Background: an optimization exercise with open tools, aiming at small area, a short achievable clock period and few clock cycles per item. Do not read the settings as production practice.
Function was checked by simulation only, so behaviour that the tests miss may differ from the original.

==> flow/design.v, too long to show whole: its modules and the start of the top module <==
// module ncq_lutgen: 304 lines
// module ncq_min4: 19 lines
// module ncq_dist_a1: 501 lines
// module ncq_dist_a2: 1148 lines
// module ncq_dist_b: 2138 lines
// module ncq_add20: 364 lines
// module ncq_lt20: 328 lines
module ncq_lutgen #(
    parameter PAL_DEPTH = 64
) (
    input  wire        clk,
    input  wire        rst,           
    input  wire        pal_we,
    input  wire [5:0]  pal_waddr,
    input  wire [31:0] pal_wdata,     
    input  wire [6:0]  pal_n,         
    input  wire        req_valid,
    output wire        req_ready,
    input  wire [14:0] req_bucket,    
    output wire        resp_valid,
    input  wire        resp_ready,
    output wire [7:0]  resp_index
);
  // ...
==> flow/run.sh <==
#!/bin/bash
# synth_recipe.tcl (not shown) runs the flow's synth.tcl, then flattens the netlist and writes it again
# the make line also repeats each setting of config.mk as NAME=value (left out here)
make -C /OpenROAD-flow-scripts/flow DESIGN_CONFIG=/design/flow/config.mk WORK_HOME=/design/flow/orfs CLKGATE_MAP_FILE= SYNTH_SCRIPT=/design/flow/synth_recipe.tcl finish
==> flow/config.mk <==
export PLATFORM = sky130hd
export DESIGN_NAME = ncq_lutgen
export DESIGN_NICKNAME = ncq_lutgen
export VERILOG_FILES = /design/flow/design.v
export SDC_FILE = /design/flow/constraint.sdc
export NUM_CORES = 4
export LEC_CHECK = 0
export CAP_MARGIN = 20
export CORE_MARGIN = 2
export CORE_UTILIZATION = 40
export PLACE_DENSITY = 0.6
export SLEW_MARGIN = 20
==> flow/constraint.sdc <==
create_clock -name core_clock -period 18.0 [get_ports {clk}]
set_input_delay 3.6000 -clock core_clock [delete_from_list [all_inputs] [get_ports {clk}]]
set_output_delay 3.6000 -clock core_clock [all_outputs]
set_load 0.01 [all_outputs]
==> impl_metrics.toml, run 1 <==
[outcome]
status = "timing/DRC/antenna clean"

[die]
ios = 75
core_area_mm2 = 1.52
dieWidth_um = 1240
rows = 453
die_height_um = 1240
initial_core_util_pct = 40.0

[synth]
syn_area_mm2 = 0.608
synth_top_family_by_area = "adder cells"
synth_most_common_cell = "inv_1"
synthFlopType = "dfxtp_1"

[job]
drv_cap = 0

[cells_and_area]
multi_input_area_share_pct = 63.3
n_sequential_cell = 6170
area_share_nonclk_buffers_pct = 0.842
instances_no_fill = 81100

[detailed_routing]
wire_per_inst_um = 21.6
drc = 0
wirelength_um = 1750000
dr_wl_met3_um = 131000
routed-wl-met2_um = 787000

[global_routing]
grt_pass1_vias = 421000
grt_busiest_layer = "met2"

[cts]
tritoncts = "built"
cts_buffers = 738

[sta]
final_hold_viol_count = 0
period_share_pct = 40.8

[setup_path]
endpoint = "s3_d[5][19]"
cp-start-kind = "register"
cp_max_fo = 10
Testbench counts, summed over its fixed seeds: cycles 22,168, items 12,000.
==> run 2, diff against run 1 <==
--- a/flow/config.mk
+++ b/flow/config.mk
@@ -8,5 +8,5 @@
 export CAP_MARGIN = 20
 export CORE_MARGIN = 2
-export CORE_UTILIZATION = 40
-export PLACE_DENSITY = 0.6
+export CORE_UTILIZATION = 50
+export PLACE_DENSITY = 0.65
 export SLEW_MARGIN = 20
==> impl_metrics.toml, run 2 <==
[synth]
ys_types = 92
ys_seq_elements = 6170
synth_most_common_cell = "inv_1"
yosys-top-cells-area = "fa_1 31%, dfxtp_1 15%, ha_1 13%"
synthFlopType = "dfxtp_1"
async_flop_share_pct = 0
ys_top_cells_by_count = "11900 x inv_1, 9378 x fa_1, 6082 x ha_1, 4522 x dfxtp_1, 3999 x nand2_1"
seq_area_frac_synth_pct = 23.0
syn_area_mm2 = 0.608
synth_cells = 59900
syn_avg_cell_area_um2 = 10.1
synth_edf_count = 1648
synth_top_area_share_pct = 30.9
yosysTopAreaCell = "fa_1"
yosys_warnings = 29

[cells_and_area]
regArea_mm2 = 0.140
layout_common_cells = "11900 x inv_1, 9378 x fa_1, 6082 x ha_1"
area_delta_synth_final_pct = 7.75
largestRegisters = "pal_rgb (1536), s2_dc (640), s2_ds (608)"
largest_reg_flops = 1536
fin_util_pct = 54.0
largest_register = "pal_rgb"
num-nets-final = 75500
n_fill_cell = 108000
multi_input_area_mm2 = 0.418
mostFrequentLayoutCell = "inv_1"
drive_gt1_share_pct = 5.43

[sta]
maxSlewHeadroom_pct = 8.22
period_share_pct = 39.1
clock-skew-final_ns = 0.109
setup_violations = 0
final_hold_viol_count = 0
post-route-min-period_ns = 7.05
setup_tns_ns = 0
timing.fmax_mhz = 142
final_max_slew_viol_count = 0
worst_pin_slew_ns = 1.38
rsz0062_at_grt = "no"

[cts]
cts_max_level = 6
cts.clk_slew.worst_paths_ns = 0.06
clockBufferDepth = 5
root_buffer = "clkbuf_16"
cts_resized = 0
cts.hold.buffers_added = 0
post_cts_buffers = 0
clock_latency_ns = 1.20
tritoncts = "built"
clkSinkCount = 6170
cts_buffers = 717

[die]
ios = 75
dieWidth_um = 1110
initial_core_util_pct = 50.1
core_area_mm2 = 1.21
die_height_um = 1110
die-area_mm2 = 1.23
rows = 405

[job]
drv_cap = 0

[setup_path]
cp_slowest_cell = "or3_1"
crit_family = "compound AO/OA/AOI/OAI gates"
critical_path.max_stage_delay_ns = 0.71
cp_max_fo = 20
critPathKind = "register to register"
path_buf_inv = 0
cp_cell_sequence = "ha_1, fa_1, a211oi_1, o21ai_0, nor2b_1, nor4_1, nor2_1, a21oi_1, o21bai_1, fa_1, xnor2_1, nand2_1, ha_1, a2111oi_0, o2111ai_1, o41ai_1, or3_1, a21oi_1, a2111o_1"
cp.required_ns = 19.03
cp-start-kind = "register"
end_kind = "register"
worstPathArrival_ns = 8.07

[min_path]
hp-class = "register to register"

[global_routing]
grt_first_pass_wirelength_um = 2580000
grt_util_all_layers_pct = 27.9
grt_antenna_before_repair = 160
grt_max_degree = 38
grt.overflow.total = 0
grt_pass1_vias = 418000

[detailed_routing]
vias_per_cell = 5.26
wire_per_inst_um = 22.0
wirelength_um = 1690000
dr.first_iter.drc_count = 28900
dr.pass1.iters = 10
route.vias.total = 405000
drc = 0
final_antenna_net_count = 0

[placement]
gp_congestion = 0.952
io_buffers = 65
hpwl_um = 1300000

[outcome]
status = "timing/DRC/antenna clean"
## run 2: cell counts after synthesis
No cell type changed its count.
## run 2: worst register-to-register path, cell delays in order, from the launching register on
cell and delay, ns:
dfxtp_1 0.30, ha_1 0.20, fa_1 0.41, a211oi_1 0.35
o21ai_0 0.24, nor2b_1 0.23, nor4_1 0.65, nor2_1 0.17
a21oi_1 0.26, o21bai_1 0.11, fa_1 0.39, xnor2_1 0.22
nand2_1 0.20, ha_1 0.31, a2111oi_0 0.66, o2111ai_1 0.28
o41ai_1 0.63, or3_1 0.71, a21oi_1 0.15, a2111o_1 0.44
## run 2: worst paths after layout
path                      from     endpoint  slack [ns]  cells after the start
setup / recovery  s2_dc[30][0]  s3_d[7][19]       10.95                     19
hold / removal      s2_ploc[0]   s3_ploc[0]        0.30                      0
setup reg to reg  s2_dc[30][0]  s3_d[7][19]       10.95                     19
hold reg to reg     s2_ploc[0]   s3_ploc[0]        0.30                      0
## run 2: per-layer routing
| layer | GRT usage (%) | up-vias | share of wire [%] |
|---|---|---|---|
| li1 | - | 186000 | - |
| met1 | 35.8 | 203000 | 40 |
| met2 | 43.9 | 12700 | 45 |
| met3 | 6.00 | 3041 | 8.3 |
| met4 | 15.9 | 38 | 6.6 |
| met5 | 0 | - | 0.015 |
## run 2: kinds of logic (layout without fill, tap and decap cells)
kind of cell    Yosys count  count (layout)  synth area share (%)
other cells               2             429               0.00124
fa+ha+maj             15500           15500                  43.4
buf+inv               13600           14000                  8.37
flops                  6170            6170                  23.0
simple gates          15100           15100                  12.6
mux                    1984            1984                  3.50
compound gates         4879            4879                  5.14
xor+xnor               2789            2789                  4.02
## run 2: final cells by class
class,instances,share of cell area [%]
clock inverters,388,0.773
well taps,16100,3.07
flip-flops and latches,6170,21.4
repair buffers,739,0.886
diodes,203,0.0775
inverters,11900,6.86
clock buffers,949,3.09
multi-input cells,40400,63.9
## run 2: metrics by stage
step | std cells | area, um^2 | setup slack, ns | hold slack [ns]
2_1_floorplan | 60100 | 609000 | 11.40 | 0.310
3_3_place_gp | 75300 | 629000 | 10.60 | 0.310
3_5_place_dp | 75300 | 629000 | 10.59 | 0.312
4_1_cts | 76700 | 655000 | 11.04 | 0.295
5_1_grt | 76800 | 655000 | 10.27 | 0.300
6_report | 76900 | 655000 | 10.95 | 0.303

==> what the ideal ports hide <==
No port has a modelled driver above. Below, the same layouts with a new extraction and two added sets of constraints. Step 1 (the two cells are an assumption about what drives the block):
set clk [get_ports {clk}]
set_driving_cell -lib_cell sky130_fd_sc_hd__clkbuf_16 $clk
set_driving_cell -lib_cell sky130_fd_sc_hd__buf_2 [delete_from_list [all_inputs] $clk]
Step 2 moves the port delays by t, midway between the first and last clock arrival at a register: inputs arrive t later, outputs are due t later. That takes back most of the time a late clock gives input paths. Three values: ideal, step 1, step 2; two values: the first two.
run | t, ns | setup WS [ns] | worst setup path after step 2 | clock arrival spread, ns | cell pins on the clock port's net
run 1 | 1.389 | 10.660 / 10.660 / 10.660 | register to register | 0.138 / 0.138 | 1
run 2 | 1.321 | 10.955 / 10.955 / 10.614 | input to register | 0.147 / 0.147 | 1
After both steps every run listed still meets setup and hold. The setup slack of run 2, which loses most, moves by 0.000 ns with the drivers and by -0.341 ns with both steps.
